This design comes from an exercise in tuning for small area on the open sky130 flow, not from production work. Function was checked by simulation only, so behaviour that the tests miss may differ from the original. In this run the design's own scripts or RTL, not TritonCTS, make the clock network. The clock input has no modelled driver; a real chip could not lean on it and would need a root buffer or a full tree. Power figures rest on the tool's default switching activity, not on a simulated workload.

File: flow/config.mk
export PLATFORM = sky130hd
export DESIGN_NAME = usart8251
export DESIGN_NICKNAME = usart8251
export VERILOG_FILES = /design/flow/design.v
export SDC_FILE = /design/flow/constraint.sdc
export NUM_CORES = 4
export LEC_CHECK = 0
export CAP_MARGIN = 20
export CORE_MARGIN = 2
export CORE_UTILIZATION = 70
export SLEW_MARGIN = 20
File: flow/constraint.sdc
create_clock -name core_clock -period 10.0 [get_ports {clk}]
set_input_delay 2.0000 -clock core_clock [delete_from_list [all_inputs] [get_ports {clk}]]
set_output_delay 2.0000 -clock core_clock [all_outputs]
set_load 0.01 [all_outputs]
File: flow/design.v
module usart8251 (
    input  wire       clk,
    input  wire       rst,
    input  wire       wr,
    input  wire       rd,
    input  wire       cd,
    input  wire [7:0] din,
    output wire [7:0] dout,
    input  wire       txc,
    input  wire       rxc,
    input  wire       rxd,
    input  wire       cts,
    input  wire       dsr,
    output wire       txd,
    output wire       rts_n,
    output wire       dtr_n
);
    reg  [1:0]  stage_q;             
    reg  [1:0]  m_div_q;             
    reg  [1:0]  m_len_q;             
    reg         m_pen_q, m_even_q, m_stop_q;    
    reg         txen_q, rxe_q, sbrk_q, rtsn_q, dtrn_q;
    reg         rxrdy_q;
    reg         pe_nq, oe_nq, fe_nq;    
    reg  [7:0]  rxdata_q;            
    wire        pe_q = ~pe_nq, oe_q = ~oe_nq, fe_q = ~fe_nq;
    reg         tsn_q;               
    wire        ts_q = ~tsn_q;
    reg  [11:0] t_q;                 
    reg         txd_q;
    reg  [5:0]  tdiv_q, rdiv_q;
    reg  [10:0] x_q;                 
    reg  [3:0]  k_q;                 
    wire wc    = wr & cd;
    wire wd    = wr & ~cd;
    wire rdd   = rd & ~cd;
    wire st0   = (stage_q == 2'd0);
    wire modew = wc & st0;
    wire cmdw  = wc & (stage_q == 2'd3);
    wire ir    = cmdw & din[6];
    wire eclr  = cmdw & (din[6] | din[4]);
    reg [1:0] stage_b;
    always @* begin
        stage_b = stage_q;
        if (wc) begin
            case (stage_q)
                2'd0: stage_b = (din[1:0] != 2'b00) ? 2'd3 : 2'd1;
                2'd1: stage_b = m_stop_q ? 2'd3 : 2'd2;
                2'd2: stage_b = 2'd3;
                default: stage_b = din[6] ? 2'd0 : 2'd3;
            endcase
        end
    end
    wire [1:0] md = modew ? din[1:0] : m_div_q;
    wire [1:0] ml = modew ? din[3:2] : m_len_q;
    wire       mp = modew ? din[4]   : m_pen_q;
    wire       me = modew ? din[5]   : m_even_q;
    wire       ms = modew ? din[7]   : m_stop_q;
    wire       async = md[1] | md[0];
    wire txen_b = cmdw ? din[0] : txen_q;
    wire rxe_b  = cmdw ? din[2] : rxe_q;
    wire sbrk_b = cmdw ? din[3] : sbrk_q;
    wire ld = wd & txen_q;
    wire l6 = m_len_q != 2'd0;       
    wire l7 = m_len_q[1];            
    wire l8 = m_len_q == 2'd3;       
    wire [7:0] dm = {din[7] & l8, din[6] & l7, din[5] & l6, din[4:0]};
    wire tpar  = ^{dm, ~m_even_q};
    wire fasync = m_div_q[1] | m_div_q[0];
    wire [3:0] tail = {fasync & m_pen_q & m_stop_q,
                       fasync & (m_pen_q | m_stop_q),
                       fasync | m_pen_q,
                       m_pen_q ? tpar : 1'b1};
    reg [11:0] frame;
    always @* begin
        case (m_len_q)
            2'd0: frame = {3'b000, tail, din[4:0]};
            2'd1: frame = {2'b00,  tail, din[5:0]};
            2'd2: frame = {1'b0,   tail, din[6:0]};
            default: frame = {tail, din[7:0]};
        endcase
    end
    wire        ts_b    = ir ? 1'b0 : ld ? fasync : ts_q;
    wire [11:0] t_b     = ir ? 12'd1 : ld ? frame : t_q;
    wire [5:0]  tdiv_b  = ir ? 6'd0 : tdiv_q;
    wire        rxrdy_b = (ir | rdd) ? 1'b0 : rxrdy_q;
    wire [3:0]  k_b     = ir ? 4'd0 : k_q;
    wire [5:0]  rdiv_b  = ir ? 6'd0 : rdiv_q;
    wire        pe_b    = eclr ? 1'b0 : pe_q;
    wire        oe_b    = eclr ? 1'b0 : oe_q;
    wire        fe_b    = eclr ? 1'b0 : fe_q;
    wire t_go   = txc & txen_b & ~sbrk_b & ~(async & ~cts);
    wire twrap  = ~md[1] ? 1'b1 :
                  ~md[0] ? (tdiv_b[5] | tdiv_b[4] | (&tdiv_b[3:0])) :
                           (&tdiv_b);
    wire t_step = t_go & twrap;                  
    wire t_empty = ~ts_b & (t_b[11:1] == 11'd0);
    reg        txd_n, ts_n;
    reg [11:0] t_n;
    reg [5:0]  tdiv_n;
    always @* begin
        txd_n = txd_q; ts_n = ts_b; t_n = t_b; tdiv_n = tdiv_b;
        if (txc) begin
            if (!txen_b) begin
                txd_n = 1'b1; tdiv_n = 6'd0;
            end else if (sbrk_b) begin
                txd_n = 1'b0; tdiv_n = 6'd0;
                if (t_empty) t_n[0] = 1'b0;
            end else if (async && !cts) begin
                txd_n = 1'b1;
                if (t_empty) t_n[0] = 1'b0;
            end else if (!twrap) begin
                tdiv_n = tdiv_b + 6'd1;
            end else begin
                tdiv_n = 6'd0;
                if (t_empty) begin
                    txd_n = 1'b1; t_n[0] = 1'b1;
                end else if (ts_b) begin
                    txd_n = 1'b0; ts_n = 1'b0;
                end else begin
                    txd_n = t_b[0];
                    t_n = {1'b0, t_b[11:1]};
                end
            end
        end
    end
    wire r_on   = rxe_b & async;
    wire busy   = (k_b != 4'd0) | (rdiv_b != 6'd0);
    wire rwrap  = ~md[1] ? 1'b1 :
                  ~md[0] ? (rdiv_b[5] | rdiv_b[4] | (&rdiv_b[3:0])) :
                           (&rdiv_b);
    wire r_run  = rxc & r_on & (busy | ~rxd);
    wire sample = r_run & rwrap;
    reg [10:0] x_n;
    integer i;
    always @* begin
        x_n[0] = (k_b == 4'd0) ? rxd : x_q[0];
        for (i = 1; i <= 10; i = i + 1)
            x_n[i] = (k_q <= i) ? rxd : x_q[i];
    end
    reg fend_k;
    always @* begin
        case ({ml, mp, ms})
            4'b0000: fend_k = k_b >= 4'd6;
            4'b0001, 4'b0010, 4'b0100: fend_k = k_b >= 4'd7;
            4'b0011, 4'b0101, 4'b0110, 4'b1000: fend_k = k_b >= 4'd8;
            4'b0111, 4'b1001, 4'b1010, 4'b1100: fend_k = k_b >= 4'd9;
            4'b1011, 4'b1101, 4'b1110: fend_k = k_b >= 4'd10;
            default: fend_k = k_b >= 4'd11;
        endcase
    end
    wire fend = sample & fend_k;
    wire r6 = ml != 2'd0, r7 = ml[1], r8 = ml == 2'd3;
    wire [7:0] rchar = {x_q[8] & r8, x_q[7] & r7, x_q[6] & r6, x_q[5:1]};
    wire [11:0] s = {rxd, x_n};
    reg  xpar, st1, st2;
    always @* begin
        case (ml)
            2'd0: begin xpar = ^x_q[6:1]; st1 = mp ? s[7]  : s[6];  st2 = mp ? s[8]  : s[7];  end
            2'd1: begin xpar = ^x_q[7:1]; st1 = mp ? s[8]  : s[7];  st2 = mp ? s[9]  : s[8];  end
            2'd2: begin xpar = ^x_q[8:1]; st1 = mp ? s[9]  : s[8];  st2 = mp ? s[10] : s[9];  end
            default: begin xpar = ^x_q[9:1]; st1 = mp ? s[10] : s[9]; st2 = mp ? s[11] : s[10]; end
        endcase
    end
    wire accept = ~x_q[0] & ~rxrdy_b;
    wire [3:0] k_n    = (rxc & ~r_on) | fend ? 4'd0 :
                        sample ? k_b + 4'd1 : k_b;
    wire [5:0] rdiv_n = (rxc & ~r_on) | sample ? 6'd0 :
                        r_run ? rdiv_b + 6'd1 : rdiv_b;
    wire rxrdy_n = rxrdy_b | (fend & accept);
    wire pe_n    = pe_b | (fend & accept & mp & ~(xpar ^ me));
    wire oe_n    = oe_b | (fend & ~x_q[0] & rxrdy_b);
    wire fe_n    = fe_b | (fend & (x_q[0] | (~rxrdy_b & ~(st1 & (~ms | st2)))));
    wire [7:0] rxdata_n = (fend & accept) ? rchar : rxdata_q;
    always @(posedge clk) begin
        if (modew) begin
            m_div_q <= din[1:0]; m_len_q <= din[3:2];
            m_pen_q <= din[4]; m_even_q <= din[5]; m_stop_q <= din[7];
        end
        x_q <= x_n;
        if (rst) begin
            stage_q <= 2'd0;
            txen_q <= 1'b0; rxe_q <= 1'b0; sbrk_q <= 1'b0;
            rtsn_q <= 1'b1; dtrn_q <= 1'b1;
            rxrdy_q <= 1'b0;
            pe_nq <= 1'b1; oe_nq <= 1'b1; fe_nq <= 1'b1;
            rxdata_q <= 8'd0;
            tsn_q <= 1'b1; t_q <= 12'd1; txd_q <= 1'b1;
            tdiv_q <= 6'd0; rdiv_q <= 6'd0; k_q <= 4'd0;
        end else begin
            stage_q <= stage_b;
            txen_q <= txen_b; rxe_q <= rxe_b; sbrk_q <= sbrk_b;
            if (cmdw) begin
                rtsn_q <= ~din[5]; dtrn_q <= ~din[1];
            end
            rxrdy_q <= rxrdy_n;
            pe_nq <= ~pe_n; oe_nq <= ~oe_n; fe_nq <= ~fe_n;
            rxdata_q <= rxdata_n;
            tsn_q <= ~ts_n; t_q <= t_n; txd_q <= txd_n;
            tdiv_q <= tdiv_n; rdiv_q <= rdiv_n; k_q <= k_n;
        end
    end
    wire txrdy_q = ~ts_q & (t_q[11:1] == 11'd0) & t_q[0];
    assign dout  = cd ? {dsr, 1'b0, fe_q, oe_q, pe_q, txrdy_q, rxrdy_q, txrdy_q}
                      : rxdata_q;
    assign txd   = txd_q;
    assign rts_n = rtsn_q;
    assign dtr_n = dtrn_q;
endmodule
File: flow/flow/run.sh
#!/bin/bash
# Own layout flow: the standard ORFS flow (the standard.sh) with
#  * area-oriented ABC scripts (flow/abc_*.script) in synthesis and no
#    separate half/full-adder cell mapping; each script is tried in its own
#    synthesis run and the one with the smallest cell area is used
#    (registers are untouched by ABC, so all runs keep the same flip-flops),
#  * minimum-size buffers on the ports,
#  * either ORFS CTS with small clock buffers and no dummy loads, or one
#    level of clock buffers, each driving a group of nearby registers
#    (kcts.tcl; settings in opts.sh).
# Each tool's output is kept in orfs/logs (and try_*/logs for the trial
# syntheses); make's own output in flow_make.log and try_*.log.
set -euo pipefail
here=$(pwd)
CTS_EXTRA=""
source "$here/flow/opts.sh"
best=""; best_area=""
pids=()
for s in "$here"/flow/abc_*.script; do
  n=$(basename "$s" .script)
  rm -rf "$here/ms_$n" "$here/try_$n"
  cp -r "$FLOW_HOME/scripts" "$here/ms_$n"
  cp "$s" "$here/ms_$n/abc_speed.script"
  make -C "$FLOW_HOME" DESIGN_CONFIG="$here/config.mk" WORK_HOME="$here/try_$n" \
    CLKGATE_MAP_FILE= SYNTH_SCRIPT="$here/synth_recipe.tcl" \
    SCRIPTS_DIR="$here/ms_$n" ADDER_MAP_FILE= synth > "$here/try_$n.log" 2>&1 &
  pids+=($!)
  if (( ${#pids[@]} >= ${NUM_CORES:-4} )); then
    for p in "${pids[@]}"; do wait "$p" || true; done
    pids=()
  fi
done
for p in "${pids[@]}"; do wait "$p" || true; done
for s in "$here"/flow/abc_*.script; do
  n=$(basename "$s" .script)
  st="$here/try_$n/reports/$FLOW_PLATFORM/usart8251/base/synth_stat.txt"
  [[ -f "$st" ]] || continue
  a=$(awk '/Chip area for module/ {print $NF}' "$st" | tail -1)
  echo "synthesis with $n: area $a" | tee -a "$here/synth_choice.log"
  if [[ -n "$a" ]] && { [[ -z "$best_area" ]] || awk -v a="$a" -v b="$best_area" 'BEGIN{exit !(a<b)}'; }; then
    best=$n; best_area=$a
  fi
done
[[ -n "$best" ]] || { echo "no synthesis run succeeded"; exit 1; }
echo "chosen: $best ($best_area)" | tee -a "$here/synth_choice.log"
# clock tree: cts.tcl with a one-buffer option (used when MY_CTS_BUF is set)
cp "$here/flow/cts.tcl" "$here/ms_$best/cts.tcl"
if [[ -n "${MY_CTS_BUF:-}" ]]; then
  export MY_CTS_BUF MY_CTS_GROUPS MY_CTS_TCL="$here/flow/kcts.tcl" MY_CTS_PORT="$(awk '/create_clock/ {for (i=1;i<=NF;i++) if ($i ~ /get_ports/) {gsub(/[{}\]\[]/,"",$(i+1)); print $(i+1)}}' "$here/constraint.sdc")"
fi
bash standard.sh \
  SCRIPTS_DIR="$here/ms_$best" \
  ADDER_MAP_FILE= \
  BUFFER_PORTS_ARGS="-buffer_cell sky130_fd_sc_hd__buf_1" \
  CTS_ARGS="-sink_clustering_enable -repair_clock_nets -buf_list $CTSBUF -dont_use_dummy_load $CTS_EXTRA" \
  finish > "$here/flow_make.log" 2>&1
File: flow/flow/abc_a1.script
&get -n
&st
&deepsyn -I 1 -J 50 -S 1
&put
dch -f
amap
File: flow/flow/abc_a2.script
&get -n
&st
&deepsyn -I 1 -J 50 -S 2
&put
dch -f
amap
File: flow/flow/abc_a3.script
&get -n
&st
&deepsyn -I 1 -J 50 -S 3
&put
dch -f
amap
File: flow/flow/abc_a4.script
&get -n
&st
&deepsyn -I 1 -J 50 -S 4
&put
dch -f
amap
File: flow/flow/abc_b1.script
&get -n
&st
&deepsyn -I 1 -J 300 -S 1
&put
dch -f
amap
File: flow/flow/abc_b2.script
&get -n
&st
&deepsyn -I 1 -J 300 -S 2
&put
dch -f
amap
File: flow/flow/abc_b3.script
&get -n
&st
&deepsyn -I 1 -J 300 -S 3
&put
dch -f
amap
File: flow/flow/abc_b4.script
&get -n
&st
&deepsyn -I 1 -J 300 -S 4
&put
dch -f
amap
File: flow/flow/abc_m1.script
&get -n
&st
&deepsyn -I 1 -J 50 -S 1
&dch
&nf -R 1000 -p -F 8 -A 8
&put
File: flow/flow/abc_m2.script
&get -n
&st
&deepsyn -I 1 -J 50 -S 2
&dch
&nf -R 1000 -p -F 8 -A 8
&put
File: flow/flow/abc_m3.script
&get -n
&st
&deepsyn -I 1 -J 50 -S 3
&dch
&nf -R 1000 -p -F 8 -A 8
&put
File: flow/flow/abc_m4.script
&get -n
&st
&deepsyn -I 1 -J 50 -S 4
&dch
&nf -R 1000 -p -F 8 -A 8
&put
File: flow/flow/cts.tcl
utl::set_metrics_stage "cts__{}"
source $::env(SCRIPTS_DIR)/load.tcl
source $::env(SCRIPTS_DIR)/lec_check.tcl
erase_non_stage_variables cts
load_design 3_place.odb 3_place.sdc
source_step_tcl PRE CTS

# Clone clock tree inverters next to register loads
# so cts does not try to buffer the inverted clocks.
repair_clock_inverters

proc save_progress { stage } {
  puts "Run 'make gui_$stage.odb' to load progress snapshot"
  orfs_write_db $::env(RESULTS_DIR)/$stage.odb
  orfs_write_sdc $::env(RESULTS_DIR)/$stage.sdc
}

# Run CTS
set cts_args [list \
  -sink_clustering_enable \
  -repair_clock_nets]

append_env_var cts_args CTS_BUF_DISTANCE -distance_between_buffers 1
append_env_var cts_args CTS_CLUSTER_SIZE -sink_clustering_size 1
append_env_var cts_args CTS_CLUSTER_DIAMETER -sink_clustering_max_diameter 1
append_env_var cts_args CTS_BUF_LIST -buf_list 1
append_env_var cts_args CTS_LIB_NAME -library 1


if { [env_var_exists_and_non_empty CTS_ARGS] } {
  set cts_args $::env(CTS_ARGS)
}

set_dont_use $::env(DONT_USE_CELLS)

if { [env_var_exists_and_non_empty MY_CTS_BUF] } {
  # Clock buffering of flow/kcts.tcl: MY_CTS_GROUPS buffers of type
  # MY_CTS_BUF, each driving one group of nearby register clock pins
  # straight from the clock port, so every register sees one buffer delay.
  source $::env(MY_CTS_TCL)
  my_cts $::env(MY_CTS_PORT) $::env(MY_CTS_BUF) $::env(MY_CTS_GROUPS)
} else {
  log_cmd clock_tree_synthesis {*}$cts_args
}

utl::push_metrics_stage "cts__{}__pre_repair_timing"
log_cmd estimate_parasitics -placement
if { $::env(DETAILED_METRICS) } {
  report_metrics 4 "cts pre-repair-timing"
}
utl::pop_metrics_stage

set_placement_padding -global \
  -left $::env(CELL_PAD_IN_SITES_DETAIL_PLACEMENT) \
  -right $::env(CELL_PAD_IN_SITES_DETAIL_PLACEMENT)

set result [catch { detailed_placement } msg]
if { $result != 0 } {
  save_progress 4_1_error
  error "Detailed placement failed in CTS: $msg"
}

log_cmd estimate_parasitics -placement

if { $::env(CTS_SNAPSHOTS) } {
  save_progress 4_1_pre_repair_hold_setup
}

if { !$::env(SKIP_CTS_REPAIR_TIMING) } {
  if { $::env(EQUIVALENCE_CHECK) } {
    write_eqy_verilog 4_before_rsz.v
  }
  if { $::env(LEC_CHECK) } {
    write_lec_verilog 4_before_rsz_lec.v
  }

  repair_timing_helper

  if { $::env(EQUIVALENCE_CHECK) } {
    run_equivalence_test
  }
  if { $::env(LEC_CHECK) } {
    write_lec_verilog 4_after_rsz_lec.v
    run_lec_test 4_rsz 4_before_rsz_lec.v 4_after_rsz_lec.v
  }

  set result [catch { detailed_placement } msg]
  if { $result != 0 } {
    save_progress 4_1_error
    error "Detailed placement failed in CTS: $msg"
  }

  check_placement -verbose
}

report_metrics 4 "cts final"

source_step_tcl POST CTS

orfs_write_db $::env(RESULTS_DIR)/4_1_cts.odb
orfs_write_sdc $::env(RESULTS_DIR)/4_cts.sdc
File: flow/flow/kcts.tcl
# Clock buffering: the registers are split into $G groups by position
# (k-means), and one buffer of type $cell, placed at the centre of its
# group, drives each group's clock pins straight from the clock port.
proc my_cts { port cell G } {
  set block [ord::get_db_block]
  set dbu [$block getDbUnitsPerMicron]
  set pins {}
  set xs {}
  set ys {}
  set dbnet [[$block findBTerm $port] getNet]
  set netname [$dbnet getName]
  foreach it [$dbnet getITerms] {
    set inst [$it getInst]
    set bb [$inst getBBox]
    lappend pins [get_pins "[$inst getName]/[[$it getMTerm] getName]"]
    lappend xs [expr { ([$bb xMin] + [$bb xMax]) / 2.0 / $dbu }]
    lappend ys [expr { ([$bb yMin] + [$bb yMax]) / 2.0 / $dbu }]
  }
  set n [llength $pins]
  # initial centres: registers spread along x
  set order [lsort -real -indices $xs]
  set cx {}
  set cy {}
  for { set g 0 } { $g < $G } { incr g } {
    set i [lindex $order [expr { int(($g + 0.5) * $n / $G) }]]
    lappend cx [lindex $xs $i]
    lappend cy [lindex $ys $i]
  }
  for { set it 0 } { $it < 20 } { incr it } {
    set asg {}
    for { set i 0 } { $i < $n } { incr i } {
      set best 0
      set bd 1e30
      for { set g 0 } { $g < $G } { incr g } {
        set d [expr { abs([lindex $xs $i] - [lindex $cx $g]) + abs([lindex $ys $i] - [lindex $cy $g]) }]
        if { $d < $bd } { set bd $d; set best $g }
      }
      lappend asg $best
    }
    set ncx {}
    set ncy {}
    for { set g 0 } { $g < $G } { incr g } {
      set sx 0.0; set sy 0.0; set m 0
      for { set i 0 } { $i < $n } { incr i } {
        if { [lindex $asg $i] == $g } {
          set sx [expr { $sx + [lindex $xs $i] }]
          set sy [expr { $sy + [lindex $ys $i] }]
          incr m
        }
      }
      if { $m > 0 } {
        lappend ncx [expr { $sx / $m }]
        lappend ncy [expr { $sy / $m }]
      } else {
        lappend ncx [lindex $cx $g]
        lappend ncy [lindex $cy $g]
      }
    }
    set cx $ncx
    set cy $ncy
  }
  set cap [expr { ($n + $G - 1) / $G }]
  for { set guard 0 } { $guard < 1000 } { incr guard } {
    set cnt [lrepeat $G 0]
    foreach a $asg { lset cnt $a [expr { [lindex $cnt $a] + 1 }] }
    set over -1
    for { set g 0 } { $g < $G } { incr g } { if { [lindex $cnt $g] > $cap } { set over $g; break } }
    if { $over < 0 } { break }
    set bestc 1e30; set bi -1; set bg -1
    for { set i 0 } { $i < $n } { incr i } {
      if { [lindex $asg $i] != $over } { continue }
      set d0 [expr { abs([lindex $xs $i] - [lindex $cx $over]) + abs([lindex $ys $i] - [lindex $cy $over]) }]
      for { set g 0 } { $g < $G } { incr g } {
        if { $g == $over || [lindex $cnt $g] >= $cap } { continue }
        set d [expr { abs([lindex $xs $i] - [lindex $cx $g]) + abs([lindex $ys $i] - [lindex $cy $g]) - $d0 }]
        if { $d < $bestc } { set bestc $d; set bi $i; set bg $g }
      }
    }
    lset asg $bi $bg
  }
  # centres of the final groups
  for { set g 0 } { $g < $G } { incr g } {
    set sx 0.0; set sy 0.0; set m 0
    for { set i 0 } { $i < $n } { incr i } {
      if { [lindex $asg $i] == $g } {
        set sx [expr { $sx + [lindex $xs $i] }]
        set sy [expr { $sy + [lindex $ys $i] }]
        incr m
      }
    }
    if { $m > 0 } { lset cx $g [expr { $sx / $m }]; lset cy $g [expr { $sy / $m }] }
  }
  for { set g 0 } { $g < $G } { incr g } {
    set loads {}
    for { set i 0 } { $i < $n } { incr i } {
      if { [lindex $asg $i] == $g } { lappend loads [lindex $pins $i] }
    }
    if { [llength $loads] == 0 } { continue }
    puts "clock buffer $g: $cell at ([lindex $cx $g], [lindex $cy $g]) for [llength $loads] registers"
    insert_buffer -buffer_cell $cell -net $netname -load_pins $loads \
      -location [list [lindex $cx $g] [lindex $cy $g]] -buffer_name clkbuf_leaf_$g \
      -net_name clknet_leaf_$g
  }
}
File: flow/flow/opts.sh
CTSBUF=sky130_fd_sc_hd__clkbuf_4
MY_CTS_BUF=sky130_fd_sc_hd__clkbuf_8
MY_CTS_GROUPS=4
File: flow/standard.sh
#!/bin/bash
# synth_recipe.tcl (not shown) runs the flow's synth.tcl, then flattens the netlist and writes it again
# the make line also repeats each setting of config.mk as NAME=value (left out here)
make -C /OpenROAD-flow-scripts/flow DESIGN_CONFIG=/design/flow/config.mk WORK_HOME=/design/flow/orfs CLKGATE_MAP_FILE= SYNTH_SCRIPT=/design/flow/synth_recipe.tcl "${@:-finish}"
==> reports/metrics.yaml <==
post-route-min-period_ns: 6.35
post_drt_via_cell_ratio: 6.54
routed-via-count: 2812
p_leak_nw: 1.17
drc: 0
ant_nets: 0
fin_util_pct: 76.8
drive_gt1_share_pct: 1.06
syn_area_mm2: 0.00307
reg2reg_from: "stage_q[0]"
ctsResizeCount: 0
cp-end-kind: "flip-flop"
synth_edf_count: 6
cts_setup_buffers: 0
fmax_ghz: 0.158
slew_headroom_pct: 34.4
path_cells: "buf_1 -> nand2_1 -> nor3_1 -> mux2_1 -> and2_0 -> nand2_1 -> o31ai_1 -> o221ai_1 -> nand4_1 -> nor3_1 -> nor2_1 -> a32o_1"
dieArea_mm2: 0.00494
drt-pass1-iter-count: 5
wl_per_cell_um: 16.2
wirelength_mm: 6.97
final_cell_mix: "61 x dfxtp_1, 43 x nor2_1, 31 x a21oi_1"
synth-async-reset-ratio_pct: 0
drtIter0Drc: 356
grtUsageTotal_pct: 28.4
cp.required_ns: 10.06
final_common_cell: "dfxtp_1"
period_share_pct: 63.5
min_to: "rxdata_q[7]"
grt_pass1_vias: 2488
hold_viol_final: 0
cp_max_fo: 19
clock_skew_ns: 0.00638
cp-start-kind: "primary input"
hold_ws_ns: 0.443
grt_max_degree: 20
fp.dieH_um: 70.3
max_cap_violations: 0
insertion_delay_ns: 0.16
tightest_slew_ns: 0.977
die_w_um: 70.3
ys_types: 48
insertedDiodeCount: 0
min_from: "rxdata_q[7]"
antenna_found_initial: 0
synthCells: 346
rsz0062_at_grt: "false"
ir_drop_mv: 0.113
slowest_stage: "nor3_1"
ff2ff_setup_slack_ns: 5.81
num_rows: 24
yosysSeqAreaShare_pct: 45.6
start_util_pct: 71.6
holdBufCountCts: 0
worst_ep_arrival_time_ns: 6.41
slew_viol_final: 0
max_stage_delay_ns: 0.86
hold_path_depth: 2
layout.nets: 398
hpwlAfterDp_mm: 5.22
startpoint: "cd"
hp-class: "flip-flop to flip-flop"
grt_pass1_wl_mm: 11.7
critical_path_buf_inv_count: 1
synth_top_flop_cell: "dfxtp_1"
yosys_warnings: 1
crit_type: "primary input to flip-flop"
power.density_mw_per_mm2: 146
setup_violations: 0
core_area_mm2: 0.00429
status: "finished clean"
r2r_end: "rxdata_q[6]"
overflow: 0
port-buffer-count: 28
synth.ff_latch_count: 67
n_fill_cell: 349
reg2reg_depth: 10
path_clk_slew_ns: 0.10
syn_nets: 364
synth_area_per_cell_um2: 8.88
tns_ns: 0
area_growth_pct: 7.33
critical-path-top-delay-family: "simple AND/OR/NAND/NOR gates"
gp_congestion: 0.873
io_pins: 29
==> final cells by class, clock buffers not listed <==
class	instances	area [um^2]	share of cell area, %
flip-flops and latches	67	1400	42.5
multi-input cells	270	1640	49.7
well taps	52	65.1	1.97
inverters	9	33.8	1.02
repair buffers	28	105	3.19
==> how the worst max path moves through the flow <==
stage | cells past startpoint | endpoint | slack, ns
after CTS | 12 | rxdata_q[6] | 3.50
after detailed placement | 12 | rxdata_q[6] | 3.51
after global routing | 12 | rxdata_q[6] | 3.19
after global placement | 12 | rxdata_q[6] | 3.74
after floorplan | 11 | rxdata_q[6] | 4.88
final | 12 | rxdata_q[6] | 3.65
==> per-stage QoR <==
stage / area, um^2 / power [mW] / setup WS [ns] / std cells
floorplan: 3070 / 0.356 / 4.88 / 346
CTS: 3300 / 0.458 / 3.50 / 430
global route: 3300 / 0.502 / 3.19 / 430
detailed placement: 3240 / 0.381 / 3.51 / 426
global placement: 3240 / 0.377 / 3.74 / 426
finish: 3300 / 0.480 / 3.65 / 430
==> cells by family after synthesis <==
family	share of synthesized area, %
compound gates	22.4
buf+inv	1.10
mux	6.39
xor+xnor	4.27
simple gates	20.2
flops	45.6
==> synth_stat cells, types with 2 or more instances <==
cell / instances / area (um^2)
edfxtp_1: 6 / 180
mux2i_1: 5 / 50.1
nand3_1: 8 / 40.0
o211ai_1: 3 / 22.5
o311ai_0: 2 / 17.5
nor2_1: 43 / 161
nor4_1: 6 / 37.5
nor4b_1: 2 / 17.5
xnor2_1: 13 / 114
clkinv_1: 9 / 33.8
nand4_1: 5 / 31.3
a22o_1: 5 / 43.8
mux2_1: 13 / 146
a21oi_1: 31 / 155
or3_1: 2 / 12.5
nor3_1: 15 / 75.1
a222oi_1: 2 / 20.0
o22ai_1: 12 / 75.1
a22oi_1: 6 / 45.0
and2_0: 6 / 37.5
a31oi_1: 8 / 50.1
dfxtp_1: 61 / 1220
nand2_1: 24 / 90.1
o31ai_1: 3 / 22.5
nor2b_1: 4 / 25.0
o21bai_1: 2 / 15.0
o21ai_0: 19 / 95.1
and3_1: 4 / 25.0
xor2_1: 2 / 17.5
nand2b_1: 5 / 31.3
a211oi_1: 3 / 22.5
==> worst register-to-register path, stage by stage (launching register included) <==
cell      delay [ns]
dfxtp_1         0.36
nor3_1          0.79
mux2_1          0.50
and2_0          0.21
nand2_1         0.13
o31ai_1         0.10
o221ai_1        0.29
nand4_1         0.24
nor3_1          0.87
nor2_1          0.31
a32o_1          0.29
==> metal layers <==
layer	track usage, %	share of wire (%)	wire length, um
met1	42.9	47	3250
met2	45.5	45	3120
met3	2.02	6.7	468
met4	5.34	1.8	128
met5	0	0	0
==> power by group <==
group	internal (mW)	leakage (nW)	switching [mW]	total (mW)
sequential	0.280	0.560	0.0130	0.293
clock	0.0372	0.0288	0.0666	0.104
combinational	0.0327	0.580	0.0507	0.0834
==> flip-flops by register name (all words and copies together), names as in the netlist, 2 cells and up <==
| signal | cells |
|---|---|
| t_q | 12 |
| x_q | 11 |
| rxdata_q | 8 |
| rdiv_q | 6 |
| tdiv_q | 6 |
| k_q | 4 |
| m_div_q | 2 |
| m_len_q | 2 |
| stage_q | 2 |

## what the ideal ports hide
Ports are ideal in the flow. The routed layout listed here was re-timed in OpenROAD.
Step 1: set_driving_cell puts a clkbuf_16 on clk and a buf_2 on each other input, an assumption about the parent block.
Step 2 adds t to the input delays and takes it off the output delays; t is the mean of the earliest and latest rising clock arrival at the registers after step 1. Input paths then give back, and output paths get back, about the clock's delay inside the block.
Three values: no drivers, after step 1, after step 2; two values: the first two.
t (ns): 0.215
slack for setup (ns): 3.654 / 3.688 / 3.473
worst setup path after step 2: input to register
slew at the worst register clock pin (ns): 0.10 / 0.10
After both steps setup and hold are still met in this run. For this run, drivers alone change the setup slack by +0.034 ns; drivers and shift together by -0.181 ns.
